Source: an optimization exercise on an open RTL-to-GDS flow (aim: small area, a short achievable clock period and few clock cycles). Production flows keep margins and buffers that such runs may drop. RTL that was checked went through simulation tests only; none was proved equivalent to the original. Function not checked in runs 2 to 4: the RTL went through the layout flow alone. Power is estimated from default activity; no workload was simulated.

$ cat design/flow/config.mk
export PLATFORM = sky130hd
export DESIGN_NAME = prf_frame_codec
export DESIGN_NICKNAME = prf_frame_codec
export VERILOG_FILES = /design/flow/design.v
export SDC_FILE = /design/flow/constraint.sdc
export NUM_CORES = 4
export LEC_CHECK = 0
export CAP_MARGIN = 20
export CORE_MARGIN = 2
export CORE_UTILIZATION = 40
export SLEW_MARGIN = 20
$ cat design/flow/constraint.sdc
create_clock -name core_clock -period 10.0 [get_ports {clk}]
set_input_delay 2.0000 -clock core_clock [delete_from_list [all_inputs] [get_ports {clk}]]
set_output_delay 2.0000 -clock core_clock [all_outputs]
set_load 0.01 [all_outputs]
$ cat design/flow/design.v
module prf_crc_mul32 (
    input  wire [31:0] u,
    output wire [31:0] y
);
    assign y[0] = u[0] ^ u[6] ^ u[9] ^ u[10] ^ u[12] ^ u[16] ^ u[24] ^ u[25] ^ u[26] ^ u[28] ^ u[29] ^ u[30] ^ u[31];
    assign y[1] = u[0] ^ u[1] ^ u[6] ^ u[7] ^ u[9] ^ u[11] ^ u[12] ^ u[13] ^ u[16] ^ u[17] ^ u[24] ^ u[27] ^ u[28];
    assign y[2] = u[0] ^ u[1] ^ u[2] ^ u[6] ^ u[7] ^ u[8] ^ u[9] ^ u[13] ^ u[14] ^ u[16] ^ u[17] ^ u[18] ^ u[24] ^ u[26] ^ u[30] ^ u[31];
    assign y[3] = u[1] ^ u[2] ^ u[3] ^ u[7] ^ u[8] ^ u[9] ^ u[10] ^ u[14] ^ u[15] ^ u[17] ^ u[18] ^ u[19] ^ u[25] ^ u[27] ^ u[31];
    assign y[4] = u[0] ^ u[2] ^ u[3] ^ u[4] ^ u[6] ^ u[8] ^ u[11] ^ u[12] ^ u[15] ^ u[18] ^ u[19] ^ u[20] ^ u[24] ^ u[25] ^ u[29] ^ u[30] ^ u[31];
    assign y[5] = u[0] ^ u[1] ^ u[3] ^ u[4] ^ u[5] ^ u[6] ^ u[7] ^ u[10] ^ u[13] ^ u[19] ^ u[20] ^ u[21] ^ u[24] ^ u[28] ^ u[29];
    assign y[6] = u[1] ^ u[2] ^ u[4] ^ u[5] ^ u[6] ^ u[7] ^ u[8] ^ u[11] ^ u[14] ^ u[20] ^ u[21] ^ u[22] ^ u[25] ^ u[29] ^ u[30];
    assign y[7] = u[0] ^ u[2] ^ u[3] ^ u[5] ^ u[7] ^ u[8] ^ u[10] ^ u[15] ^ u[16] ^ u[21] ^ u[22] ^ u[23] ^ u[24] ^ u[25] ^ u[28] ^ u[29];
    assign y[8] = u[0] ^ u[1] ^ u[3] ^ u[4] ^ u[8] ^ u[10] ^ u[11] ^ u[12] ^ u[17] ^ u[22] ^ u[23] ^ u[28] ^ u[31];
    assign y[9] = u[1] ^ u[2] ^ u[4] ^ u[5] ^ u[9] ^ u[11] ^ u[12] ^ u[13] ^ u[18] ^ u[23] ^ u[24] ^ u[29];
    assign y[10] = u[0] ^ u[2] ^ u[3] ^ u[5] ^ u[9] ^ u[13] ^ u[14] ^ u[16] ^ u[19] ^ u[26] ^ u[28] ^ u[29] ^ u[31];
    assign y[11] = u[0] ^ u[1] ^ u[3] ^ u[4] ^ u[9] ^ u[12] ^ u[14] ^ u[15] ^ u[16] ^ u[17] ^ u[20] ^ u[24] ^ u[25] ^ u[26] ^ u[27] ^ u[28] ^ u[31];
    assign y[12] = u[0] ^ u[1] ^ u[2] ^ u[4] ^ u[5] ^ u[6] ^ u[9] ^ u[12] ^ u[13] ^ u[15] ^ u[17] ^ u[18] ^ u[21] ^ u[24] ^ u[27] ^ u[30] ^ u[31];
    assign y[13] = u[1] ^ u[2] ^ u[3] ^ u[5] ^ u[6] ^ u[7] ^ u[10] ^ u[13] ^ u[14] ^ u[16] ^ u[18] ^ u[19] ^ u[22] ^ u[25] ^ u[28] ^ u[31];
    assign y[14] = u[2] ^ u[3] ^ u[4] ^ u[6] ^ u[7] ^ u[8] ^ u[11] ^ u[14] ^ u[15] ^ u[17] ^ u[19] ^ u[20] ^ u[23] ^ u[26] ^ u[29];
    assign y[15] = u[3] ^ u[4] ^ u[5] ^ u[7] ^ u[8] ^ u[9] ^ u[12] ^ u[15] ^ u[16] ^ u[18] ^ u[20] ^ u[21] ^ u[24] ^ u[27] ^ u[30];
    assign y[16] = u[0] ^ u[4] ^ u[5] ^ u[8] ^ u[12] ^ u[13] ^ u[17] ^ u[19] ^ u[21] ^ u[22] ^ u[24] ^ u[26] ^ u[29] ^ u[30];
    assign y[17] = u[1] ^ u[5] ^ u[6] ^ u[9] ^ u[13] ^ u[14] ^ u[18] ^ u[20] ^ u[22] ^ u[23] ^ u[25] ^ u[27] ^ u[30] ^ u[31];
    assign y[18] = u[2] ^ u[6] ^ u[7] ^ u[10] ^ u[14] ^ u[15] ^ u[19] ^ u[21] ^ u[23] ^ u[24] ^ u[26] ^ u[28] ^ u[31];
    assign y[19] = u[3] ^ u[7] ^ u[8] ^ u[11] ^ u[15] ^ u[16] ^ u[20] ^ u[22] ^ u[24] ^ u[25] ^ u[27] ^ u[29];
    assign y[20] = u[4] ^ u[8] ^ u[9] ^ u[12] ^ u[16] ^ u[17] ^ u[21] ^ u[23] ^ u[25] ^ u[26] ^ u[28] ^ u[30];
    assign y[21] = u[5] ^ u[9] ^ u[10] ^ u[13] ^ u[17] ^ u[18] ^ u[22] ^ u[24] ^ u[26] ^ u[27] ^ u[29] ^ u[31];
    assign y[22] = u[0] ^ u[9] ^ u[11] ^ u[12] ^ u[14] ^ u[16] ^ u[18] ^ u[19] ^ u[23] ^ u[24] ^ u[26] ^ u[27] ^ u[29] ^ u[31];
    assign y[23] = u[0] ^ u[1] ^ u[6] ^ u[9] ^ u[13] ^ u[15] ^ u[16] ^ u[17] ^ u[19] ^ u[20] ^ u[26] ^ u[27] ^ u[29] ^ u[31];
    assign y[24] = u[1] ^ u[2] ^ u[7] ^ u[10] ^ u[14] ^ u[16] ^ u[17] ^ u[18] ^ u[20] ^ u[21] ^ u[27] ^ u[28] ^ u[30];
    assign y[25] = u[2] ^ u[3] ^ u[8] ^ u[11] ^ u[15] ^ u[17] ^ u[18] ^ u[19] ^ u[21] ^ u[22] ^ u[28] ^ u[29] ^ u[31];
    assign y[26] = u[0] ^ u[3] ^ u[4] ^ u[6] ^ u[10] ^ u[18] ^ u[19] ^ u[20] ^ u[22] ^ u[23] ^ u[24] ^ u[25] ^ u[26] ^ u[28] ^ u[31];
    assign y[27] = u[1] ^ u[4] ^ u[5] ^ u[7] ^ u[11] ^ u[19] ^ u[20] ^ u[21] ^ u[23] ^ u[24] ^ u[25] ^ u[26] ^ u[27] ^ u[29];
    assign y[28] = u[2] ^ u[5] ^ u[6] ^ u[8] ^ u[12] ^ u[20] ^ u[21] ^ u[22] ^ u[24] ^ u[25] ^ u[26] ^ u[27] ^ u[28] ^ u[30];
    assign y[29] = u[3] ^ u[6] ^ u[7] ^ u[9] ^ u[13] ^ u[21] ^ u[22] ^ u[23] ^ u[25] ^ u[26] ^ u[27] ^ u[28] ^ u[29] ^ u[31];
    assign y[30] = u[4] ^ u[7] ^ u[8] ^ u[10] ^ u[14] ^ u[22] ^ u[23] ^ u[24] ^ u[26] ^ u[27] ^ u[28] ^ u[29] ^ u[30];
    assign y[31] = u[5] ^ u[8] ^ u[9] ^ u[11] ^ u[15] ^ u[23] ^ u[24] ^ u[25] ^ u[27] ^ u[28] ^ u[29] ^ u[30] ^ u[31];
endmodule
module prf_frame_codec (
    input  wire        clk,
    input  wire        rst,
    input  wire        in_valid,
    output wire        in_ready,
    input  wire [1:0]  in_op,
    input  wire [4:0]  in_kind,
    input  wire [31:0] in_data,
    input  wire [2:0]  in_nbytes,
    input  wire        in_last,
    output reg         rsp_valid,
    input  wire        rsp_ready,
    output reg  [1:0]  rsp_status,
    output wire [31:0] rsp_crc,
    output wire [31:0] rsp_rcv,
    output wire [15:0] rsp_expected,
    output wire [15:0] rsp_actual
);
    localparam [1:0] OP_CRC32  = 2'd1;
    localparam [1:0] OP_DECODE = 2'd3;
    localparam [1:0] ST_OK       = 2'd0;
    localparam [1:0] ST_SIZE     = 2'd1;
    localparam [1:0] ST_CHECKSUM = 2'd2;
    reg        sk_v;
    reg [31:0] sk_data;
    reg [2:0]  sk_nb;
    reg        sk_last;
    reg [1:0]  sk_op;
    reg [4:0]  sk_kind;
    reg in_rdy;             
    assign in_ready = in_rdy;
    wire take = in_valid && in_rdy;
    wire [31:0] s_data = sk_v ? sk_data : in_data;
    wire [2:0]  s_nb   = sk_v ? sk_nb   : in_nbytes;
    wire        s_last = sk_v ? sk_last : in_last;
    wire [1:0]  s_op   = sk_v ? sk_op   : in_op;
    wire [4:0]  s_kind = sk_v ? sk_kind : in_kind;
    reg        q_v;
    reg [31:0] q_data;
    reg [2:0]  q_nb;
    reg        q_last;
    reg        q_first;
    reg [4:0]  q_k;         
    reg [4:0]  q_kc;        
    reg [4:0]  q_kf;        
    reg        first_n;     
    reg [3:0]  left;        
    reg        tx_chk;      
    reg        tx_dec;      
    reg [4:0]  tx_exp;      
    reg [4:0] s_size;
    reg [4:0] s_k0;
    reg [3:0] s_rest;
    always @(*) begin
        case (s_kind)
            5'd0:  begin s_size = 5'd12; s_k0 = 5'b10000; s_rest = 4'd4; end
            5'd1:  begin s_size = 5'd11; s_k0 = 5'b10000; s_rest = 4'd3; end
            5'd2:  begin s_size = 5'd14; s_k0 = 5'b10000; s_rest = 4'd6; end
            5'd3:  begin s_size = 5'd13; s_k0 = 5'b10000; s_rest = 4'd5; end
            5'd4:  begin s_size = 5'd11; s_k0 = 5'b10000; s_rest = 4'd3; end
            5'd5:  begin s_size = 5'd10; s_k0 = 5'b10000; s_rest = 4'd2; end
            5'd6:  begin s_size = 5'd10; s_k0 = 5'b10000; s_rest = 4'd2; end
            5'd7:  begin s_size = 5'd9;  s_k0 = 5'b10000; s_rest = 4'd1; end
            5'd8:  begin s_size = 5'd8;  s_k0 = 5'b10000; s_rest = 4'd0; end
            5'd9:  begin s_size = 5'd6;  s_k0 = 5'b00100; s_rest = 4'd0; end
            5'd10: begin s_size = 5'd6;  s_k0 = 5'b00100; s_rest = 4'd0; end
            5'd11: begin s_size = 5'd7;  s_k0 = 5'b01000; s_rest = 4'd0; end
            5'd12: begin s_size = 5'd12; s_k0 = 5'b10000; s_rest = 4'd4; end
            5'd13: begin s_size = 5'd8;  s_k0 = 5'b10000; s_rest = 4'd0; end
            5'd14: begin s_size = 5'd5;  s_k0 = 5'b00010; s_rest = 4'd0; end
            5'd15: begin s_size = 5'd8;  s_k0 = 5'b10000; s_rest = 4'd0; end
            5'd16: begin s_size = 5'd5;  s_k0 = 5'b00010; s_rest = 4'd0; end
            5'd17: begin s_size = 5'd16; s_k0 = 5'b10000; s_rest = 4'd8; end
            5'd18: begin s_size = 5'd8;  s_k0 = 5'b10000; s_rest = 4'd0; end
            default: begin s_size = 5'd4; s_k0 = 5'b00001; s_rest = 4'd0; end
        endcase
    end
    wire [4:0] s_nb1h = {s_nb == 3'd4, s_nb == 3'd3, s_nb == 3'd2, s_nb == 3'd1, s_nb == 3'd0};
    wire       left_ge4 = left[3] || left[2];
    wire [4:0] left1h  = {left_ge4, !left_ge4 && left[1:0] == 2'd3, !left_ge4 && left[1:0] == 2'd2,
                          !left_ge4 && left[1:0] == 2'd1, !left_ge4 && left[1:0] == 2'd0};
    wire [4:0] s_k = first_n ? ((s_op == OP_DECODE) ? s_k0 : s_nb1h)
                             : (tx_dec ? left1h : s_nb1h);
    wire [3:0] s_left = first_n ? s_rest : (left_ge4 ? left - 4'd4 : 4'd0);
    reg [31:0] crc;
    reg [31:0] rcv;
    reg [15:0] count;
    reg [4:0]  r_exp;
    wire proc = q_v && (!rsp_valid || rsp_ready);
    wire move = !q_v || proc;      
    wire [31:0] bd = {q_data[7:0], q_data[15:8], q_data[23:16], q_data[31:24]};
    wire [31:0] ud = ({32{q_k[4]}} & bd)
                   | ({32{q_k[3]}} & {8'd0,  bd[31:8]})
                   | ({32{q_k[2]}} & {16'd0, bd[31:16]})
                   | ({32{q_k[1]}} & {24'd0, bd[31:24]});
    wire [31:0] uc = ({32{q_kc[4]}} & crc)
                   | ({32{q_kc[3]}} & {8'd0,  crc[31:8]})
                   | ({32{q_kc[2]}} & {16'd0, crc[31:16]})
                   | ({32{q_kc[1]}} & {24'd0, crc[31:24]});
    wire [31:0] u  = uc ^ ud;
    wire [31:0] sh = ({32{q_kc[3]}} & {crc[7:0],  24'd0})
                   | ({32{q_kc[2]}} & {crc[15:0], 16'd0})
                   | ({32{q_kc[1]}} & {crc[23:0], 8'd0})
                   | ({32{q_kc[0]}} & crc)
                   | ({32{q_kf[0]}} & 32'hFFFFFFFF)
                   | ({32{q_kf[1]}} & 32'h4E08BFB4)
                   | ({32{q_kf[2]}} & 32'h00B7647D)
                   | ({32{q_kf[3]}} & 32'hB7647D00)
                   | ({32{q_kf[4]}} & 32'hC704DD7B);
    wire [31:0] m;
    prf_crc_mul32 u_mul (.u(u), .y(m));
    wire [31:0] crc_next = sh ^ m;
    reg [31:0] rcv_next;
    always @(*) begin
        case (q_nb)
            3'd1:    rcv_next = {q_data[7:0],  rcv[31:8]};
            3'd2:    rcv_next = {q_data[15:0], rcv[31:16]};
            3'd3:    rcv_next = {q_data[23:0], rcv[31:24]};
            3'd0:    rcv_next = rcv;
            default: rcv_next = q_data;
        endcase
    end
    wire [13:0] count_hi   = q_first ? 14'd0 : count[15:2];
    wire [15:0] count_next = {count_hi + {13'd0, q_nb[2]}, q_nb[1:0]};
    wire        size_bad   = tx_chk && (count_next != {11'd0, tx_exp});
    wire        sum_bad    = tx_dec && (crc != rcv_next);
    assign rsp_crc      = crc;
    assign rsp_rcv      = rcv;
    assign rsp_actual   = count;
    assign rsp_expected = {11'd0, r_exp};
    always @(posedge clk) begin
        if (rst) begin
            sk_v      <= 1'b0;
            in_rdy    <= 1'b1;
            q_v       <= 1'b0;
            first_n   <= 1'b1;
            rsp_valid <= 1'b0;
        end else begin
            if (move) begin
                sk_v   <= 1'b0;
                in_rdy <= 1'b1;
            end else if (take) begin
                sk_v   <= 1'b1;
                in_rdy <= 1'b0;
            end
            if (move)
                q_v <= sk_v || take;
            if (move && (sk_v || take))
                first_n <= s_last;
            if (proc)
                rsp_valid <= q_last;
            else if (rsp_ready)
                rsp_valid <= 1'b0;
        end
    end
    always @(posedge clk) begin
        if (in_rdy) begin
            sk_data <= in_data;
            sk_nb   <= in_nbytes;
            sk_last <= in_last;
            sk_op   <= in_op;
            sk_kind <= in_kind;
        end
        if (move && (sk_v || take)) begin
            q_data  <= s_data;
            q_nb    <= s_nb;
            q_last  <= s_last;
            q_first <= first_n;
            q_k     <= s_k;
            q_kc    <= first_n ? 5'd0 : s_k;
            q_kf    <= first_n ? s_k : 5'd0;
            left    <= s_left;
            if (first_n) begin
                tx_chk <= (s_op != OP_CRC32);
                tx_dec <= (s_op == OP_DECODE);
                tx_exp <= (s_op == OP_DECODE) ? s_size : s_size - 5'd4;
            end
        end
        if (proc) begin
            crc   <= crc_next;
            rcv   <= rcv_next;
            count <= count_next;
            if (q_last) begin
                r_exp      <= tx_exp;
                rsp_status <= size_bad ? ST_SIZE : (sum_bad ? ST_CHECKSUM : ST_OK);
            end
        end
    end
endmodule
$ cat design/flow/flow/run.sh
#!/bin/bash
# Layout: the standard ORFS flow (standard.sh), with plain buffers on the
# ports and timing repair aimed below the clock period.
set -euo pipefail
source flow/settings.sh
bash standard.sh "${EXTRA[@]}" finish > make_finish.log 2>&1
$ cat design/flow/flow/settings.sh
EXTRA=(
  "BUFFER_PORTS_ARGS=-buffer_cell sky130_fd_sc_hd__buf_2"
  "SETUP_SLACK_MARGIN=6.9"
  "TNS_END_PERCENT=0"
)
$ cat design/flow/standard.sh
#!/bin/bash
# synth_recipe.tcl (not shown) runs the flow's synth.tcl, then flattens the netlist and writes it again
# the make line also repeats each setting of config.mk as NAME=value (left out here)
make -C /OpenROAD-flow-scripts/flow DESIGN_CONFIG=/design/flow/config.mk WORK_HOME=/design/flow/orfs CLKGATE_MAP_FILE= SYNTH_SCRIPT=/design/flow/synth_recipe.tcl "${@:-finish}"
==> results.py, run 1 <==
metrics = {
    "run_status": {
        "outcome": "complete, no violations",
    },
    "yosys": {
        "ys_warn_count": 1,
        "syn_area_sq_mm": 0.0130,
        "ys_ff_latch": 197,
        "synthAdderAreaFrac_pct": 0.865,
        "netlist_top_cells_area": "edfxtp_1 44%, xnor2_1 13%, xor2_1 7.5%",
        "yosys.area.top_type_share_pct": 44.3,
        "synth.area.mux_share_pct": 12.1,
        "async_reset_ff_share_pct": 0,
        "synth_xor_area_share_pct": 24.5,
        "ys_seq_area_share_pct": 45.1,
        "synth_top_family_by_area": "XOR/XNOR gates",
        "synthDistinctLibCells": 52,
        "synthSimpleGateAreaFrac_pct": 6.01,
        "synthCells": 1026,
        "syn_area_per_cell_sq_um": 12.7,
        "synth_edf_count": 192,
        "synth.largest_area_cell": "edfxtp_1",
        "synth_compound_gate_area_share_pct": 8.91,
        "synthFlopType": "edfxtp_1",
    },
    "clock_tree": {
        "root_buffer": "clkbuf_16",
        "clk_path_buf_depth": 2,
        "cts_tree": "yes",
        "numCtsBuffers": 17,
        "h-tree-depth": 4,
        "cts_hold_buffers": 0,
        "cts.sinks": 197,
        "clk_pin_slew_ns": 0.08,
        "clk-insertion-delay-late_ns": 0.47,
    },
    "min_path": {
        "min_from": "tx_exp[0]",
        "holdPathStages": 0,
        "min_to": "r_exp[0]",
        "hold_class": "reg -> reg",
    },
    "power_and_ir_drop": {
        "power_density_mw_per_mm2": 393,
        "switching_power_uw": 2520,
        "p_int_uw": 3430,
        "leakage_uw": 0.00536,
        "p_comb_share_pct": 62.1,
        "netSwitchingFraction_pct": 42.3,
        "clkPwrFrac_pct": 11.7,
        "sequentialPowerShare_pct": 26.2,
        "peakVddDrop_v": 0.000217,
    },
    "floorplanning": {
        "fp.dieH_um": 184,
        "die-area_sq_mm": 0.0340,
        "core_region_area_sq_mm": 0.0323,
        "dieWidth_um": 184,
        "io_pins": 147,
        "start_util_pct": 40.3,
        "placementRows": 66,
    },
    "sta": {
        "tightestPinTransition_ns": 1.01,
        "fin_skew_ns": 0.0164,
        "fin_tns_setup_ns": 0,
        "fin_crit_ns": 3.34,
        "setup_viol": 0,
        "max_freq_ghz": 0.300,
        "slew_headroom_pct": 32.1,
        "finalHoldViolations": 0,
        "rsz0062_at_grt": "yes",
        "final_max_slew_viol_count": 0,
        "finalCritPeriodShare_pct": 33.4,
    },
    "route": {
        "wl_um": 37800,
        "num_vias": 9221,
        "drc": 0,
        "drtAntennaViolNets": 0,
        "firstDrtPassIters": 10,
        "wl_per_cell_um": 23.3,
        "drt-vias-per-instance": 5.67,
        "drtIter0Drc": 924,
    },
    "global_routing": {
        "grt_pass1_wl_um": 56600,
        "grt_pass1_vias": 9087,
        "grt.total_usage_pct": 22.5,
        "antenna_found_initial": 2,
        "grt-ovfl-total": 0,
        "grt_max_degree": 66,
    },
    "finish": {
        "final_common_cell": "xnor2_1",
        "fin_util_pct": 46.8,
        "nets": 1227,
        "final_cell_mix": "194 x xnor2_1, 192 x edfxtp_1, 135 x buf_2",
        "area_growth_pct": 16.3,
        "nFillCells": 2938,
        "drive_gt1_share_pct": 30.0,
    },
    "critical_path": {
        "path_delay_family": "flip-flops",
        "start_kind": "register",
        "path_max_fanout": 7,
        "required_ns": 8.00,
        "r2r_cells": 8,
        "endpoint_kind": "output port",
        "worstReg2RegStart": "q_kc[3]",
        "cp.arrival_ns": 1.34,
        "crit_start": "crc[6]",
        "r2r_setup_slack_ns": 6.79,
        "crit_buf_inv": 1,
        "cpMaxStageDelayCell": "edfxtp_1",
        "path_cells": "buf_2",
        "worstSetupPathType": "reg -> out",
        "r2r_end": "crc[24]",
        "cpPeakStageDelay_ns": 0.66,
    },
    "place": {
        "place.gp.congestion": 0.944,
        "hpwl_um": 27100,
        "io_buffers": 135,
    },
    "job": {
        "max-cap-violations": 0,
    },
}
-- metal layers --
| metal | wire length, um | GRT usage (%) | up-vias |
|---|---|---|---|
| li1 | - | - | 4096 |
| met5 | 0 | 0.148 | - |
| met3 | 2780 | 4.19 | 72 |
| met1 | 15800 | 29.7 | 4641 |
| met4 | 1080 | 7.49 | 0 |
| met2 | 18200 | 37.5 | 412 |
-- per-stage QoR --
stage	setup WS, ns	cells	instance area, sq um	power [uW]	hold WS, ns
after detailed placement	5.86	1570	14100	5130	0.469
after floorplan	5.99	1036	13100	4290	0.424
after CTS	6.68	1620	15000	5920	0.496
final	6.66	1626	15100	5940	0.507
after global routing	6.66	1625	15100	6270	0.517
after global placement	5.89	1570	14100	5110	0.467
-- layout make-up --
type	count	area [sq um]	share of cell area [%]
Clock buffer	17	425	2.81
Clock inverter	14	165	1.09
Sequential cell	197	5870	38.8
Timing Repair Buffer	171	1020	6.73
Inverter	12	45.0	0.298
Tap cell	442	553	3.66
Multi-Input combinational cell	772	7050	46.6
Antenna cell	1	2.50	0.0165
-- power groups by stage --
stage          sequential, uW  clock, uW  combinational (uW)
3_3_place_gp             1600          0                3510
2_1_floorplan            1490          0                2800
6_report                 1560        694                3690
5_1_grt                  1560        741                3960
3_5_place_dp             1600          0                3530
4_1_cts                  1560        707                3650
-- cells in the mapped netlist (all sizes together), types with 4 or more instances --
library cell and number:
xor2 122, xnor3 5, nand2 42, mux2i 8, clkbuf 23, mux2 69
o21ai 11, buf 32, a221oi 24, edfxtp 192, nand2b 4, nor3 6
xnor2 206, nand3 26, nor2b 7, nand3b 4, nor2 35, inv 12
or4 4, ha 9, nor4 10, dfxtp 5, a211oi 6, a22o 18
or2 5, and2 7, a21oi 20, a222oi 18, mux4 32, a22oi 37
-- kinds of logic after synthesis --
family	count (synthesis)
XOR/XNOR	336
flip-flops	197
AND/OR/NAND/NOR	160
AO/OA/AOI/OAI	147
multiplexers	109
buffers and inverters	67
adder cells (fa/ha/maj)	9
other	1
-- how the worst max path moves through the flow --
stage / slack, ns / depth (start not counted) / to
3_3_place_gp: 5.89 / 5 / r_exp[4]
2_1_floorplan: 5.99 / 3 / r_exp[0]
3_5_place_dp: 5.86 / 5 / r_exp[2]
5_1_grt: 6.66 / 1 / rsp_crc[9]
4_1_cts: 6.68 / 1 / rsp_crc[6]
6_report: 6.66 / 1 / rsp_crc[6]
-- timing repair --
item / in CTS / in global routing
pin swaps: 5 / 1
buffers inserted: 19 / 4
endpoints found under the setup margin: 170 / 113
gates resized for setup: 20 / 7
-- worst reg2reg max path: cells and delay by family, from the launching register on --
family | cells | cell delay [ns]
buf+inv | 1 | 0.35
flops | 1 | 0.32
xor+xnor | 6 | 2.11
compound gates | 1 | 0.16
-- state kept, by name, indices dropped and copies added, names as in the netlist, 5 cells and up --
name,flops
sk_kind,5
tx_exp,5
crc,32
r_exp,5
sk_data,32
q_kf,5
q_kc,5
count,16
rcv,32
q_data,32
Testbench counts, summed over its fixed seeds: cycles 12,333.
==> run 2: changes to the inputs <==
--- a/design/flow/design.v
+++ b/design/flow/design.v
@@ -58,13 +58,13 @@
     localparam [1:0] ST_OK       = 2'd0;
     localparam [1:0] ST_SIZE     = 2'd1;
     localparam [1:0] ST_CHECKSUM = 2'd2;
+    reg        in_rdy;      
     reg        sk_v;
     reg [31:0] sk_data;
     reg [2:0]  sk_nb;
     reg        sk_last;
     reg [1:0]  sk_op;
     reg [4:0]  sk_kind;
-    reg in_rdy;             
     assign in_ready = in_rdy;
     wire take = in_valid && in_rdy;
     wire [31:0] s_data = sk_v ? sk_data : in_data;
@@ -97,18 +97,18 @@
             5'd4:  begin s_size = 5'd11; s_k0 = 5'b10000; s_rest = 4'd3; end
             5'd5:  begin s_size = 5'd10; s_k0 = 5'b10000; s_rest = 4'd2; end
             5'd6:  begin s_size = 5'd10; s_k0 = 5'b10000; s_rest = 4'd2; end
-            5'd7:  begin s_size = 5'd9;  s_k0 = 5'b10000; s_rest = 4'd1; end
-            5'd8:  begin s_size = 5'd8;  s_k0 = 5'b10000; s_rest = 4'd0; end
-            5'd9:  begin s_size = 5'd6;  s_k0 = 5'b00100; s_rest = 4'd0; end
-            5'd10: begin s_size = 5'd6;  s_k0 = 5'b00100; s_rest = 4'd0; end
-            5'd11: begin s_size = 5'd7;  s_k0 = 5'b01000; s_rest = 4'd0; end
+            5'd7:  begin s_size = 5'd9; s_k0 = 5'b10000; s_rest = 4'd1; end
+            5'd8:  begin s_size = 5'd8; s_k0 = 5'b10000; s_rest = 4'd0; end
+            5'd9:  begin s_size = 5'd6; s_k0 = 5'b00100; s_rest = 4'd0; end
+            5'd10: begin s_size = 5'd6; s_k0 = 5'b00100; s_rest = 4'd0; end
+            5'd11: begin s_size = 5'd7; s_k0 = 5'b01000; s_rest = 4'd0; end
             5'd12: begin s_size = 5'd12; s_k0 = 5'b10000; s_rest = 4'd4; end
-            5'd13: begin s_size = 5'd8;  s_k0 = 5'b10000; s_rest = 4'd0; end
-            5'd14: begin s_size = 5'd5;  s_k0 = 5'b00010; s_rest = 4'd0; end
-            5'd15: begin s_size = 5'd8;  s_k0 = 5'b10000; s_rest = 4'd0; end
-            5'd16: begin s_size = 5'd5;  s_k0 = 5'b00010; s_rest = 4'd0; end
+            5'd13: begin s_size = 5'd8; s_k0 = 5'b10000; s_rest = 4'd0; end
+            5'd14: begin s_size = 5'd5; s_k0 = 5'b00010; s_rest = 4'd0; end
+            5'd15: begin s_size = 5'd8; s_k0 = 5'b10000; s_rest = 4'd0; end
+            5'd16: begin s_size = 5'd5; s_k0 = 5'b00010; s_rest = 4'd0; end
             5'd17: begin s_size = 5'd16; s_k0 = 5'b10000; s_rest = 4'd8; end
-            5'd18: begin s_size = 5'd8;  s_k0 = 5'b10000; s_rest = 4'd0; end
+            5'd18: begin s_size = 5'd8; s_k0 = 5'b10000; s_rest = 4'd0; end
             default: begin s_size = 5'd4; s_k0 = 5'b00001; s_rest = 4'd0; end
         endcase
     end
@@ -116,15 +116,15 @@
     wire       left_ge4 = left[3] || left[2];
     wire [4:0] left1h  = {left_ge4, !left_ge4 && left[1:0] == 2'd3, !left_ge4 && left[1:0] == 2'd2,
                           !left_ge4 && left[1:0] == 2'd1, !left_ge4 && left[1:0] == 2'd0};
-    wire [4:0] s_k = first_n ? ((s_op == OP_DECODE) ? s_k0 : s_nb1h)
-                             : (tx_dec ? left1h : s_nb1h);
+    wire [4:0] s_kc = first_n ? 5'd0 : (tx_dec ? left1h : s_nb1h);
+    wire [4:0] s_kf = first_n ? ((s_op == OP_DECODE) ? s_k0 : s_nb1h) : 5'd0;
     wire [3:0] s_left = first_n ? s_rest : (left_ge4 ? left - 4'd4 : 4'd0);
     reg [31:0] crc;
-    reg [31:0] rcv;
+    reg [31:0] rcv;         
     reg [15:0] count;
-    reg [4:0]  r_exp;
     wire proc = q_v && (!rsp_valid || rsp_ready);
     wire move = !q_v || proc;      
+    wire load = move && (sk_v || take);
     wire [31:0] bd = {q_data[7:0], q_data[15:8], q_data[23:16], q_data[31:24]};
     wire [31:0] ud = ({32{q_k[4]}} & bd)
                    | ({32{q_k[3]}} & {8'd0,  bd[31:8]})
@@ -164,11 +164,11 @@
     assign rsp_crc      = crc;
     assign rsp_rcv      = rcv;
     assign rsp_actual   = count;
-    assign rsp_expected = {11'd0, r_exp};
+    assign rsp_expected = {11'd0, rcv[4:0]};
     always @(posedge clk) begin
         if (rst) begin
+            in_rdy    <= 1'b1;
             sk_v      <= 1'b0;
-            in_rdy    <= 1'b1;
             q_v       <= 1'b0;
             first_n   <= 1'b1;
             rsp_valid <= 1'b0;
@@ -182,7 +182,7 @@
             end
             if (move)
                 q_v <= sk_v || take;
-            if (move && (sk_v || take))
+            if (load)
                 first_n <= s_last;
             if (proc)
                 rsp_valid <= q_last;
@@ -198,27 +198,30 @@
             sk_op   <= in_op;
             sk_kind <= in_kind;
         end
-        if (move && (sk_v || take)) begin
+        if (move) begin
             q_data  <= s_data;
             q_nb    <= s_nb;
             q_last  <= s_last;
             q_first <= first_n;
-            q_k     <= s_k;
-            q_kc    <= first_n ? 5'd0 : s_k;
-            q_kf    <= first_n ? s_k : 5'd0;
+            q_k     <= s_kc | s_kf;
+            q_kc    <= s_kc;
+            q_kf    <= s_kf;
+        end
+        if (load) begin
             left    <= s_left;
             if (first_n) begin
-                tx_chk <= (s_op != OP_CRC32);
-                tx_dec <= (s_op == OP_DECODE);
-                tx_exp <= (s_op == OP_DECODE) ? s_size : s_size - 5'd4;
+                tx_chk  <= (s_op != OP_CRC32);
+                tx_dec  <= (s_op == OP_DECODE);
+                tx_exp  <= (s_op == OP_DECODE) ? s_size : s_size - 5'd4;
             end
         end
         if (proc) begin
             crc   <= crc_next;
+            count <= count_next;
             rcv   <= rcv_next;
-            count <= count_next;
             if (q_last) begin
-                r_exp      <= tx_exp;
+                if (size_bad)
+                    rcv[4:0] <= tx_exp;
                 rsp_status <= size_bad ? ST_SIZE : (sum_bad ? ST_CHECKSUM : ST_OK);
             end
         end
==> design/flow/flow/settings.sh (replaced) <==
EXTRA=(
  "BUFFER_PORTS_ARGS=-buffer_cell sky130_fd_sc_hd__buf_2"
  "SETUP_SLACK_MARGIN=6.5"
  "TNS_END_PERCENT=0"
)
==> run 2 against run 1 <==
- still clean on timing, DRC and antenna
- wire length increased by 6.0%
- clock skew is 0.00091 ns higher
- maximum frequency shrank 6.2%
- count of clock-buffer cells in the layout unchanged
- highest routed layer is now met5
==> results.py, run 2 <==
metrics = {
    "run_status": {
        "outcome": "complete, no violations",
    },
    "critical_path": {
        "r2r_cells": 8,
        "cpPeakStageDelay_ns": 0.80,
        "path_cells": "buf_6 > a22oi_1 > xnor2_1 > xnor2_1 > xnor2_1 > xnor2_1 > xnor2_1 > xnor2_1",
        "worstReg2RegStart": "q_k[3]",
        "cpMaxStageDelayCell": "xnor2_1",
        "crit_top_cell": "xnor2_1",
        "r2r_end": "crc[14]",
        "start_kind": "register",
        "endpoint_kind": "register",
        "r2r_setup_slack_ns": 6.44,
        "cp.arrival_ns": 3.75,
        "required_ns": 10.20,
        "path_max_fanout": 13,
        "worstSetupPathType": "reg -> reg",
    },
    "yosys": {
        "synth_commonest_cells": "200 x xnor2_1, 187 x edfxtp_1, 101 x xor2_1",
        "synth.largest_area_cell": "edfxtp_1",
        "synth_edf_count": 187,
        "netlist_top_cells_area": "edfxtp_1 42%, xnor2_1 13%, xor2_1 6.6%",
        "syn_area_sq_mm": 0.0134,
        "syn_area_per_cell_sq_um": 12.7,
        "async_reset_ff_share_pct": 0,
        "ys_ff_latch": 192,
        "yosys.area.top_type_share_pct": 41.9,
        "synthDistinctLibCells": 60,
        "synthCells": 1057,
        "yosysMostFrequentCell": "xnor2_1",
        "ys_warn_count": 1,
        "synthFlopType": "edfxtp_1",
        "ys_seq_area_share_pct": 42.7,
    },
    "clock_tree": {
        "clk-insertion-delay-late_ns": 0.46,
        "cts.sinks": 192,
        "cts_hold_buffers": 0,
        "h-tree-depth": 4,
        "clk_pin_slew_ns": 0.08,
        "root_buffer": "clkbuf_16",
        "numCtsBuffers": 17,
        "clk_path_buf_depth": 2,
        "cts_tree": "yes",
    },
    "place": {
        "hpwl_um": 29000,
        "dpl_cell_area_sq_mm": 0.0145,
        "place.gp.congestion": 0.933,
        "io_buffers": 135,
        "placed_cells": 1605,
    },
    "route": {
        "drtAntennaViolNets": 0,
        "num_vias": 9372,
        "wl_per_cell_um": 24.4,
        "firstDrtPassIters": 9,
        "drc": 0,
        "drt-vias-per-instance": 5.71,
        "drtIter0Drc": 1081,
        "wl_um": 40100,
    },
    "global_routing": {
        "grt_pass1_vias": 9189,
        "grt.total_usage_pct": 22.8,
        "grt_max_degree": 65,
        "grt_pass1_wl_um": 59400,
        "antenna_found_initial": 0,
        "grt-ovfl-total": 0,
    },
    "floorplanning": {
        "die-area_sq_mm": 0.0350,
        "start_util_pct": 40.3,
        "core_region_area_sq_mm": 0.0333,
        "io_pins": 147,
        "fp.dieH_um": 187,
        "dieWidth_um": 187,
        "placementRows": 67,
    },
    "sta": {
        "fin_tns_setup_ns": 0,
        "fin_skew_ns": 0.0173,
        "rsz0062_at_grt": "yes",
        "tightestPinTransition_ns": 1.03,
        "setup_viol": 0,
        "fin_crit_ns": 3.56,
        "max_freq_ghz": 0.281,
        "finalCritPeriodShare_pct": 35.6,
        "slew_headroom_pct": 31.1,
        "whs_ns": 0.552,
        "finalHoldViolations": 0,
        "final_max_slew_viol_count": 0,
    },
    "finish": {
        "area_growth_pct": 13.0,
        "final_common_cell": "xnor2_1",
        "final_area_sq_mm": 0.0151,
        "antenna_cells": 0,
        "final_cells": 1641,
        "drive_gt1_share_pct": 29.4,
        "final_cell_mix": "200 x xnor2_1, 187 x edfxtp_1, 135 x buf_2",
        "nets": 1236,
    },
    "min_path": {
        "min_to": "q_data[2]",
        "holdPathStages": 1,
        "min_from": "sk_data[2]",
        "hold_class": "reg -> reg",
    },
    "job": {
        "max-cap-violations": 0,
    },
    "power_and_ir_drop": {
        "peakVddDrop_v": 0.000126,
        "p_total_uw": 4230,
        "leakage_uw": 0.00536,
        "power_density_mw_per_mm2": 280,
    },
}
==> run 2: changes by cell type after synthesis, moves of 4 or more <==
| cell | previous run | this run |
|---|---|---|
| xor2_2 | 11 | 22 |
| xor2_1 | 111 | 101 |
| a221oi_1 | 19 | 10 |
| mux2i_1 | 8 | 17 |
| nand2_1 | 42 | 51 |
| a221oi_2 | 5 | 13 |
| buf_4 | 12 | 20 |
| nand3_1 | 26 | 19 |
| edfxtp_1 | 192 | 187 |
| nand4_1 | 3 | 8 |
| buf_6 | 1 | 5 |
| inv_1 | 12 | 16 |
| nand3b_1 | 4 | 0 |
==> run 2: power by group <==
group / internal (uW) / switching (uW) / total (uW)
clock: 348 / 381 / 729
sequential: 1140 / 295 / 1440
combinational: 1000 / 1070 / 2070
total: 2490 / 1750 / 4230
==> run 2: critical path, delay by kind of cell (launching register included) <==
family / cells / cell delay, ns
compound gates: 1 / 0.09
xor+xnor: 6 / 2.15
buf+inv: 1 / 0.26
flops: 1 / 0.78
==> run 2: routing by layer <==
metal | global-route usage [%] | wire [um]
met5 | 1.37 | 69
met4 | 8.52 | 1190
met3 | 5.78 | 3310
met2 | 34.9 | 18200
met1 | 31.1 | 17300
==> run 2: cells by family after synthesis <==
family / share of synthesized area, %
fa+ha+maj: 0.840
compound gates: 9.79
mux: 12.2
simple gates: 6.07
flops: 42.7
buf+inv: 3.06
xor+xnor: 25.4
other cells: 0.0280
==> run 2: area by class of cell <==
class / count / area (sq um)
multi-input cells: 798 / 7350
inverters: 16 / 60.1
repair buffers: 155 / 837
clock buffers: 17 / 425
well taps: 448 / 561
clock inverters: 15 / 198
flip-flops and latches: 192 / 5720
fillers: 3105 / 18100
==> run 2: repair_timing <==
action,in CTS,in global routing
endpoints found under the setup margin,5,21
hold endpoints to repair,0,0
gates resized for setup,2,4
pin swaps,0,0
setup buffers,0,4
==> run 2: worst max path at each step <==
stage,from,to,cells after the start
6_report,q_k[3],crc[14],8
3_3_place_gp,rsp_ready,rsp_status[0],5
2_1_floorplan,rsp_ready,rsp_status[0],3
3_5_place_dp,rsp_ready,rsp_status[0],5
5_1_grt,q_k[3],crc[14],8
4_1_cts,in_rdy,in_ready,2
==> run 2: stage by stage <==
step                setup slack [ns]  utilization [%]
global route                    6.44             45.5
floorplan                       6.14                -
finish                          6.44             45.5
CTS                             6.44             45.4
detailed placement              5.93             43.5
global placement                5.98             43.5
==> run 3: changes to the inputs <==
--- a/design/flow/design.v
+++ b/design/flow/design.v
@@ -77,7 +77,6 @@
     reg [2:0]  q_nb;
     reg        q_last;
     reg        q_first;
-    reg [4:0]  q_k;         
     reg [4:0]  q_kc;        
     reg [4:0]  q_kf;        
     reg        first_n;     
@@ -125,6 +124,7 @@
     wire proc = q_v && (!rsp_valid || rsp_ready);
     wire move = !q_v || proc;      
     wire load = move && (sk_v || take);
+    wire [4:0]  q_k = q_kc | q_kf;
     wire [31:0] bd = {q_data[7:0], q_data[15:8], q_data[23:16], q_data[31:24]};
     wire [31:0] ud = ({32{q_k[4]}} & bd)
                    | ({32{q_k[3]}} & {8'd0,  bd[31:8]})
@@ -203,7 +203,6 @@
             q_nb    <= s_nb;
             q_last  <= s_last;
             q_first <= first_n;
-            q_k     <= s_kc | s_kf;
             q_kc    <= s_kc;
             q_kf    <= s_kf;
         end
==> design/flow/flow/settings.sh (replaced) <==
EXTRA=(
  "BUFFER_PORTS_ARGS=-buffer_cell sky130_fd_sc_hd__buf_2"
  "SETUP_SLACK_MARGIN=7.2"
  "TNS_END_PERCENT=0"
)
==> run 3 against run 2 <==
- area after synthesis grew 0.17%
- register-to-register slack improved by 0.34 ns
- hold slack got worse by 0.0029 ns
- utilization up 4.4 points
- largest cell class unchanged
- setup slack gained 0.34 ns
- via count grew 9.7%
- cell count increased by 6.8%
- synthesized cell count rose by 3.4%
==> results.py, run 3 <==
metrics = {
    "route": {
        "top_layer_used": "met4",
        "drt-met1-wl_um": 19000,
        "num_vias": 10300,
        "firstDrtPassIters": 8,
        "met3_length_um": 4000,
        "drc": 0,
        "wl_per_cell_um": 25.4,
        "drtIter0Drc": 1340,
        "drt-vias-per-instance": 5.87,
        "drtAntennaViolNets": 0,
        "routed-wl-met2_um": 19100,
        "wl_um": 44500,
    },
    "place": {
        "hpwl_um": 30000,
        "io_buffers": 135,
        "place.gp.congestion": 0.926,
        "dpl_cell_area_sq_mm": 0.0144,
    },
    "sta": {
        "final_max_slew_viol_count": 0,
        "rsz0062_at_grt": "yes",
        "slew_headroom_pct": 47.7,
        "fin_tns_setup_ns": 0,
        "tightestPinTransition_ns": 0.785,
        "fin_skew_ns": 0.0117,
        "fin_crit_ns": 3.22,
        "finalCritPeriodShare_pct": 32.2,
        "finalHoldViolations": 0,
        "setup_viol": 0,
        "max_freq_ghz": 0.310,
    },
    "finish": {
        "final_cell_mix": "183 x edfxtp_1, 134 x buf_2, 110 x xnor2_1",
        "antenna_cells": 0,
        "area_growth_pct": 23.9,
        "final_area_sq_mm": 0.0166,
        "drive_gt1_share_pct": 37.3,
        "nets": 1348,
        "final_common_cell": "edfxtp_1",
    },
    "yosys": {
        "ys_ff_latch": 188,
        "synthCells": 1093,
        "synth.area.mux_share_pct": 12.0,
        "synthSimpleGateAreaFrac_pct": 6.67,
        "ys_warn_count": 1,
        "synthAdderAreaFrac_pct": 0.839,
        "synth_commonest_cells": "183 x edfxtp_1, 124 x xnor2_1, 98 x xor2_1",
        "yosysMostFrequentCell": "edfxtp_1",
        "netlist_top_cells_area": "edfxtp_1 41%, xnor2_1 8.1%, xnor3_1 7.2%",
        "synthDistinctLibCells": 62,
        "synth.largest_area_cell": "edfxtp_1",
        "yosys.area.top_type_share_pct": 40.9,
        "synth_compound_gate_area_share_pct": 11.0,
        "ys_seq_area_share_pct": 41.7,
        "async_reset_ff_share_pct": 0,
        "synthFlopType": "edfxtp_1",
        "synth_edf_count": 183,
        "syn_area_sq_mm": 0.0134,
        "synth_top_family_by_area": "XOR/XNOR gates",
        "synth_xor_area_share_pct": 24.0,
        "syn_area_per_cell_sq_um": 12.3,
    },
    "critical_path": {
        "cp.arrival_ns": 3.43,
        "start_kind": "register",
        "required_ns": 10.20,
        "endpoint_kind": "register",
        "path_max_fanout": 45,
        "crit_start": "q_kc[3]",
        "worstSetupPathType": "reg -> reg",
        "worstReg2RegStart": "q_kc[3]",
    },
    "run_status": {
        "outcome": "complete, no violations",
    },
    "min_path": {
        "min_from": "sk_data[14]",
        "hold_class": "reg -> reg",
    },
    "global_routing": {
        "antenna_found_initial": 0,
        "grt_pass1_vias": 9884,
        "grt_max_degree": 78,
        "grt-ovfl-total": 0,
        "grt.total_usage_pct": 25.0,
        "grt_pass1_wl_um": 64900,
    },
    "floorplanning": {
        "placementRows": 67,
        "io_pins": 147,
        "fp.dieH_um": 187,
        "start_util_pct": 40.3,
        "core_region_area_sq_mm": 0.0333,
        "dieWidth_um": 187,
        "die-area_sq_mm": 0.0350,
    },
    "clock_tree": {
        "cts_tree": "yes",
        "h-tree-depth": 4,
        "cts_hold_buffers": 0,
        "root_buffer": "clkbuf_16",
        "clk-insertion-delay-late_ns": 0.46,
        "cts.sinks": 188,
        "clk_pin_slew_ns": 0.08,
        "numCtsBuffers": 17,
        "clk_path_buf_depth": 2,
    },
    "power_and_ir_drop": {
        "peakVddDrop_v": 0.000135,
        "sequentialPowerShare_pct": 25.7,
        "netSwitchingFraction_pct": 38.3,
        "power_density_mw_per_mm2": 283,
        "p_comb_share_pct": 59.3,
        "clkPwrFrac_pct": 15.0,
        "p_int_uw": 2910,
        "leakage_uw": 0.00649,
        "switching_power_uw": 1800,
    },
    "job": {
        "max-cap-violations": 0,
    },
}
==> run 3: cell families (layout without fill, tap and decap cells) <==
| group | Yosys count | after routing |
|---|---|---|
| other | 1 | 11 |
| flip-flops | 188 | 188 |
| AND/OR/NAND/NOR | 182 | 183 |
| multiplexers | 113 | 113 |
| XOR/XNOR | 283 | 283 |
| AO/OA/AOI/OAI | 212 | 212 |
| buffers and inverters | 105 | 305 |
| adder cells (fa/ha/maj) | 9 | 9 |
==> run 3: worst max-delay path: stages, from the launching register on <==
cell and delay, ns:
edfxtp_1 0.38, buf_6 0.24, or2_2 0.45, a222oi_1 0.52
xnor2_2 0.19, buf_12 0.18, xor2_2 0.25, xor2_1 0.23
xnor3_1 0.37, xnor2_1 0.14
==> run 3: power by group through the flow <==
stage	clock (uW)	combinational, uW	sequential (uW)
global placement	0	2150	1430
global route	749	2920	1220
finish	707	2790	1210
detailed placement	0	2160	1430
CTS	723	2710	1210
floorplan	0	1720	1280
==> run 3: per-layer routing <==
layer  global-route usage [%]  vias up
li1                         -     4450
met1                     35.1     5068
met2                     36.7      611
met3                     5.12      148
met4                     13.1        0
met5                        0        -
==> run 3: cell type report <==
type	instances	area, sq um
clock buffer	17	425
fill	2914	16700
clock inverter	14	180
sequential	188	5600
timing repair buffer	258	1770
multi-input combinational	811	8020
tap	448	561
inverter	16	60.1
==> run 3: through the flow <==
step | setup slack, ns | util [%] | cells | hold slack (ns) | total power (uW)
4_1_cts | 6.85 | 49.4 | 1741 | 0.553 | 4640
5_1_grt | 6.74 | 50.0 | 1752 | 0.559 | 4890
6_report | 6.78 | 50.0 | 1752 | 0.549 | 4710
3_5_place_dp | 5.82 | 43.2 | 1611 | 0.530 | 3590
3_3_place_gp | 5.84 | 43.2 | 1611 | 0.529 | 3580
2_1_floorplan | 6.14 | - | 1103 | 0.424 | 3000
==> run 3: timing repair <==
| action | in CTS | in global routing |
|---|---|---|
| cloned | 2 | 2 |
| resized for setup | 94 | 18 |
| setup endpoints to repair | 228 | 232 |
| buffers inserted | 97 | 9 |
| pin swaps | 20 | 6 |
==> run 3: final timing paths <==
| path | end | cells after the start | slack [ns] |
|---|---|---|---|
| worst max-delay path | crc[6] | 9 | 6.78 |
| worst min-delay path | q_data[14] | 1 | 0.55 |
| worst max register to register | crc[6] | 9 | 6.78 |
| worst min register to register | q_data[14] | 1 | 0.55 |
==> run 4: changes to the inputs <==
--- a/design/flow/design.v
+++ b/design/flow/design.v
@@ -85,30 +85,31 @@
     reg        tx_dec;      
     reg [4:0]  tx_exp;      
     reg [4:0] s_size;
+    reg [3:0] s_body;
     reg [4:0] s_k0;
     reg [3:0] s_rest;
     always @(*) begin
         case (s_kind)
-            5'd0:  begin s_size = 5'd12; s_k0 = 5'b10000; s_rest = 4'd4; end
-            5'd1:  begin s_size = 5'd11; s_k0 = 5'b10000; s_rest = 4'd3; end
-            5'd2:  begin s_size = 5'd14; s_k0 = 5'b10000; s_rest = 4'd6; end
-            5'd3:  begin s_size = 5'd13; s_k0 = 5'b10000; s_rest = 4'd5; end
-            5'd4:  begin s_size = 5'd11; s_k0 = 5'b10000; s_rest = 4'd3; end
-            5'd5:  begin s_size = 5'd10; s_k0 = 5'b10000; s_rest = 4'd2; end
-            5'd6:  begin s_size = 5'd10; s_k0 = 5'b10000; s_rest = 4'd2; end
-            5'd7:  begin s_size = 5'd9; s_k0 = 5'b10000; s_rest = 4'd1; end
-            5'd8:  begin s_size = 5'd8; s_k0 = 5'b10000; s_rest = 4'd0; end
-            5'd9:  begin s_size = 5'd6; s_k0 = 5'b00100; s_rest = 4'd0; end
-            5'd10: begin s_size = 5'd6; s_k0 = 5'b00100; s_rest = 4'd0; end
-            5'd11: begin s_size = 5'd7; s_k0 = 5'b01000; s_rest = 4'd0; end
-            5'd12: begin s_size = 5'd12; s_k0 = 5'b10000; s_rest = 4'd4; end
-            5'd13: begin s_size = 5'd8; s_k0 = 5'b10000; s_rest = 4'd0; end
-            5'd14: begin s_size = 5'd5; s_k0 = 5'b00010; s_rest = 4'd0; end
-            5'd15: begin s_size = 5'd8; s_k0 = 5'b10000; s_rest = 4'd0; end
-            5'd16: begin s_size = 5'd5; s_k0 = 5'b00010; s_rest = 4'd0; end
-            5'd17: begin s_size = 5'd16; s_k0 = 5'b10000; s_rest = 4'd8; end
-            5'd18: begin s_size = 5'd8; s_k0 = 5'b10000; s_rest = 4'd0; end
-            default: begin s_size = 5'd4; s_k0 = 5'b00001; s_rest = 4'd0; end
+            5'd0:  begin s_size = 5'd12; s_body = 4'd8; s_k0 = 5'b10000; s_rest = 4'd4; end
+            5'd1:  begin s_size = 5'd11; s_body = 4'd7; s_k0 = 5'b10000; s_rest = 4'd3; end
+            5'd2:  begin s_size = 5'd14; s_body = 4'd10; s_k0 = 5'b10000; s_rest = 4'd6; end
+            5'd3:  begin s_size = 5'd13; s_body = 4'd9; s_k0 = 5'b10000; s_rest = 4'd5; end
+            5'd4:  begin s_size = 5'd11; s_body = 4'd7; s_k0 = 5'b10000; s_rest = 4'd3; end
+            5'd5:  begin s_size = 5'd10; s_body = 4'd6; s_k0 = 5'b10000; s_rest = 4'd2; end
+            5'd6:  begin s_size = 5'd10; s_body = 4'd6; s_k0 = 5'b10000; s_rest = 4'd2; end
+            5'd7:  begin s_size = 5'd9; s_body = 4'd5; s_k0 = 5'b10000; s_rest = 4'd1; end
+            5'd8:  begin s_size = 5'd8; s_body = 4'd4; s_k0 = 5'b10000; s_rest = 4'd0; end
+            5'd9:  begin s_size = 5'd6; s_body = 4'd2; s_k0 = 5'b00100; s_rest = 4'd0; end
+            5'd10: begin s_size = 5'd6; s_body = 4'd2; s_k0 = 5'b00100; s_rest = 4'd0; end
+            5'd11: begin s_size = 5'd7; s_body = 4'd3; s_k0 = 5'b01000; s_rest = 4'd0; end
+            5'd12: begin s_size = 5'd12; s_body = 4'd8; s_k0 = 5'b10000; s_rest = 4'd4; end
+            5'd13: begin s_size = 5'd8; s_body = 4'd4; s_k0 = 5'b10000; s_rest = 4'd0; end
+            5'd14: begin s_size = 5'd5; s_body = 4'd1; s_k0 = 5'b00010; s_rest = 4'd0; end
+            5'd15: begin s_size = 5'd8; s_body = 4'd4; s_k0 = 5'b10000; s_rest = 4'd0; end
+            5'd16: begin s_size = 5'd5; s_body = 4'd1; s_k0 = 5'b00010; s_rest = 4'd0; end
+            5'd17: begin s_size = 5'd16; s_body = 4'd12; s_k0 = 5'b10000; s_rest = 4'd8; end
+            5'd18: begin s_size = 5'd8; s_body = 4'd4; s_k0 = 5'b10000; s_rest = 4'd0; end
+            default: begin s_size = 5'd4; s_body = 4'd0; s_k0 = 5'b00001; s_rest = 4'd0; end
         endcase
     end
     wire [4:0] s_nb1h = {s_nb == 3'd4, s_nb == 3'd3, s_nb == 3'd2, s_nb == 3'd1, s_nb == 3'd0};
@@ -211,7 +212,7 @@
             if (first_n) begin
                 tx_chk  <= (s_op != OP_CRC32);
                 tx_dec  <= (s_op == OP_DECODE);
-                tx_exp  <= (s_op == OP_DECODE) ? s_size : s_size - 5'd4;
+                tx_exp  <= (s_op == OP_DECODE) ? s_size : {1'b0, s_body};
             end
         end
         if (proc) begin
==> design/flow/flow/settings.sh (replaced) <==
EXTRA=(
  "BUFFER_PORTS_ARGS=-buffer_cell sky130_fd_sc_hd__buf_2"
  "SETUP_SLACK_MARGIN=6.9"
  "TNS_END_PERCENT=0"
)
==> run 4 against run 3 <==
- still clean
- register-to-register slack worse by 0.12 ns
- die area shrank 0.13%
- hold slack gained 0.00058 ns
- synthesized cell count rose by 11%
- area after synthesis fell by 0.13%
- via count rose by 1.3%
- critical path type is now reg -> out
==> results.py, run 4 <==
metrics = {
    "yosys": {
        "synth.area.mux_share_pct": 7.81,
        "synth.largest_area_cell": "edfxtp_1",
        "ys_ff_latch": 188,
        "netlist_top_cells_area": "edfxtp_1 41%, xnor2_1 11%, xnor3_1 5.7%",
        "syn_area_per_cell_sq_um": 11.0,
        "synth_xor_area_share_pct": 23.7,
        "ys_warn_count": 1,
        "synthCells": 1215,
        "synthAdderAreaFrac_pct": 0.653,
        "yosysMostFrequentCell": "edfxtp_1",
        "synth_compound_gate_area_share_pct": 13.2,
        "ys_seq_area_share_pct": 41.7,
        "async_reset_ff_share_pct": 0,
        "synth_edf_count": 183,
        "syn_area_sq_mm": 0.0134,
        "synthDistinctLibCells": 61,
        "yosys.area.top_type_share_pct": 41.0,
        "synth_commonest_cells": "183 x edfxtp_1, 169 x xnor2_1, 89 x nand2_1",
        "synthFlopType": "edfxtp_1",
        "synth_top_family_by_area": "XOR/XNOR gates",
        "synthSimpleGateAreaFrac_pct": 9.17,
    },
    "run_status": {
        "outcome": "complete, no violations",
    },
    "route": {
        "drt-vias-per-instance": 5.81,
        "wl_um": 42900,
        "wl_per_cell_um": 23.9,
        "firstDrtPassIters": 8,
        "drc": 0,
        "drtAntennaViolNets": 0,
        "drtIter0Drc": 1513,
        "num_vias": 10400,
    },
    "critical_path": {
        "start_kind": "register",
        "worstReg2RegStart": "q_kc[1]",
        "path_delay_family": "flip-flops",
        "path_max_fanout": 10,
        "cpMaxStageDelayCell": "edfxtp_1",
        "r2r_cells": 8,
        "path_cells": "buf_2",
        "crit_buf_inv": 1,
        "worstSetupPathType": "reg -> out",
        "crit_cells": 1,
        "required_ns": 8.00,
        "cpPeakStageDelay_ns": 0.69,
        "endpoint_kind": "output port",
        "cp.arrival_ns": 1.38,
        "r2r_end": "crc[4]",
        "r2r_setup_slack_ns": 6.66,
    },
    "finish": {
        "nets": 1386,
        "area_growth_pct": 16.4,
        "final_cell_mix": "183 x edfxtp_1, 162 x xnor2_1, 135 x buf_2",
        "final_common_cell": "edfxtp_1",
        "drive_gt1_share_pct": 25.3,
        "final_area_sq_mm": 0.0156,
        "final_cells": 1793,
        "antenna_cells": 0,
        "fin_util_pct": 46.9,
        "nFillCells": 3108,
    },
    "sta": {
        "final_max_slew_viol_count": 0,
        "finalCritPeriodShare_pct": 33.8,
        "slew_headroom_pct": 40.7,
        "setup_viol": 0,
        "fin_crit_ns": 3.38,
        "finalHoldViolations": 0,
        "rsz0062_at_grt": "yes",
        "fin_skew_ns": 0.0138,
        "fin_tns_setup_ns": 0,
        "max_freq_ghz": 0.296,
        "tightestPinTransition_ns": 0.890,
    },
    "clock_tree": {
        "clk-insertion-delay-late_ns": 0.46,
        "h-tree-depth": 4,
        "cts_tree": "yes",
        "numCtsBuffers": 17,
        "clk_path_buf_depth": 2,
        "clk_pin_slew_ns": 0.08,
        "cts_hold_buffers": 0,
        "root_buffer": "clkbuf_16",
        "cts.sinks": 188,
    },
    "global_routing": {
        "grt_util_met1_pct": 35.3,
        "grt-ovfl-total": 0,
        "met2_usage_pct": 34.8,
        "grt_max_degree": 82,
        "use_met3_pct": 5.29,
        "busiest_layer": "met1",
        "grt_pass1_wl_um": 63600,
        "antenna_found_initial": 0,
        "grt.total_usage_pct": 24.2,
        "grt_pass1_vias": 9814,
    },
    "min_path": {
        "holdPathStages": 1,
        "hold_class": "reg -> reg",
        "min_from": "sk_data[18]",
        "min_to": "q_data[18]",
    },
    "power_and_ir_drop": {
        "power_density_mw_per_mm2": 287,
        "leakage_uw": 0.00592,
        "peakVddDrop_v": 0.000142,
    },
    "place": {
        "io_buffers": 135,
        "hpwl_um": 31000,
        "dpl_cell_area_sq_mm": 0.0144,
        "place.gp.congestion": 0.981,
        "placed_cells": 1737,
    },
    "floorplanning": {
        "die-area_sq_mm": 0.0350,
        "fp.dieH_um": 187,
        "placementRows": 67,
        "start_util_pct": 40.3,
        "dieWidth_um": 187,
        "io_pins": 147,
        "core_region_area_sq_mm": 0.0333,
    },
    "job": {
        "max-cap-violations": 0,
    },
}
## run 4: how the worst max path moves through the flow
| stage | start | endpoint | slack [ns] |
|---|---|---|---|
| CTS | q_kc[4] | crc[5] | 6.58 |
| floorplan | rsp_ready | rsp_status[0] | 6.14 |
| global placement | q_nb[2] | rcv[0] | 6.11 |
| global route | q_kc[1] | crc[4] | 6.58 |
| detailed placement | q_nb[2] | rcv[3] | 6.14 |
| finish | crc[26] | rsp_crc[26] | 6.62 |
## run 4: layer usage
metal,vias to the layer above,part of all wire (%)
met4,0,3.7
met5,-,0
met2,595,43
met3,115,9.5
li1,4671,-
met1,5032,44
## run 4: cells by family after synthesis
| group | after synthesis |
|---|---|
| other cells | 1 |
| xor+xnor | 298 |
| compound gates | 261 |
| flops | 188 |
| fa+ha+maj | 7 |
| buf+inv | 109 |
| simple gates | 254 |
| mux | 97 |
## run 4: final cells by class
class / count / area (sq um) / area share [%]
clock inverters: 15 / 224 / 1.44
multi-input cells: 928 / 7690 / 49.3
well taps: 448 / 561 / 3.59
inverters: 20 / 75.1 / 0.481
repair buffers: 177 / 1020 / 6.55
clock buffers: 17 / 425 / 2.73
flip-flops and latches: 188 / 5600 / 35.9
## run 4: power by group
group,switching (uW),total [uW],internal [uW],leakage [uW]
clock,357,746,388,0.000313
sequential,299,1420,1130,0.00189
combinational,1120,2300,1190,0.00372
## run 4: through the flow
| stage | hold WS [ns] | worst slack (ns) | power, uW |
|---|---|---|---|
| 3_5_place_dp | 0.535 | 6.14 | 3590 |
| 6_report | 0.550 | 6.62 | 4470 |
| 3_3_place_gp | 0.528 | 6.11 | 3600 |
| 2_1_floorplan | 0.424 | 6.14 | 2990 |
| 5_1_grt | 0.570 | 6.58 | 4670 |
| 4_1_cts | 0.555 | 6.58 | 4380 |
## run 4: timing repair
action,CTS,global route
cloned,0,0
endpoints found under the setup margin,116,114
gates resized for setup,25,36
buffers inserted,7,17
pin swaps,1,5

-- what the ideal ports hide --
The flow's constraints put no driver on any port. The routed layouts listed below were extracted and timed again, unchanged, in two steps. Step 1: set_driving_cell puts a clkbuf_16 on clk and a buf_2 on each other input, an assumption about the parent block. Step 2 moves the port delays by t, midway between the first and last clock arrival at a register: inputs arrive t later, outputs are due t later. That takes back most of the time a late clock gives input paths. Slacks: ideal ports / drivers / drivers and shift; pairs: ideal ports / drivers.
run	shift t [ns]	setup slack, ns	worst setup path after step 2	worst data-port slew with drivers (ns)	pins driven straight from the clock port
run 1	0.507	6.662 / 6.613 / 6.187	input to register	0.04	1
run 2	0.503	6.441 / 6.441 / 6.159	input to register	0.05	1
run 3	0.508	6.778 / 6.778 / 6.355	input to register	0.03	1
run 4	0.507	6.621 / 6.566 / 6.359	input to register	0.06	1
After both steps setup and hold are still met in every run listed. For run 1, which loses most, drivers alone change the setup slack by -0.049 ns; drivers and shift together by -0.475 ns.
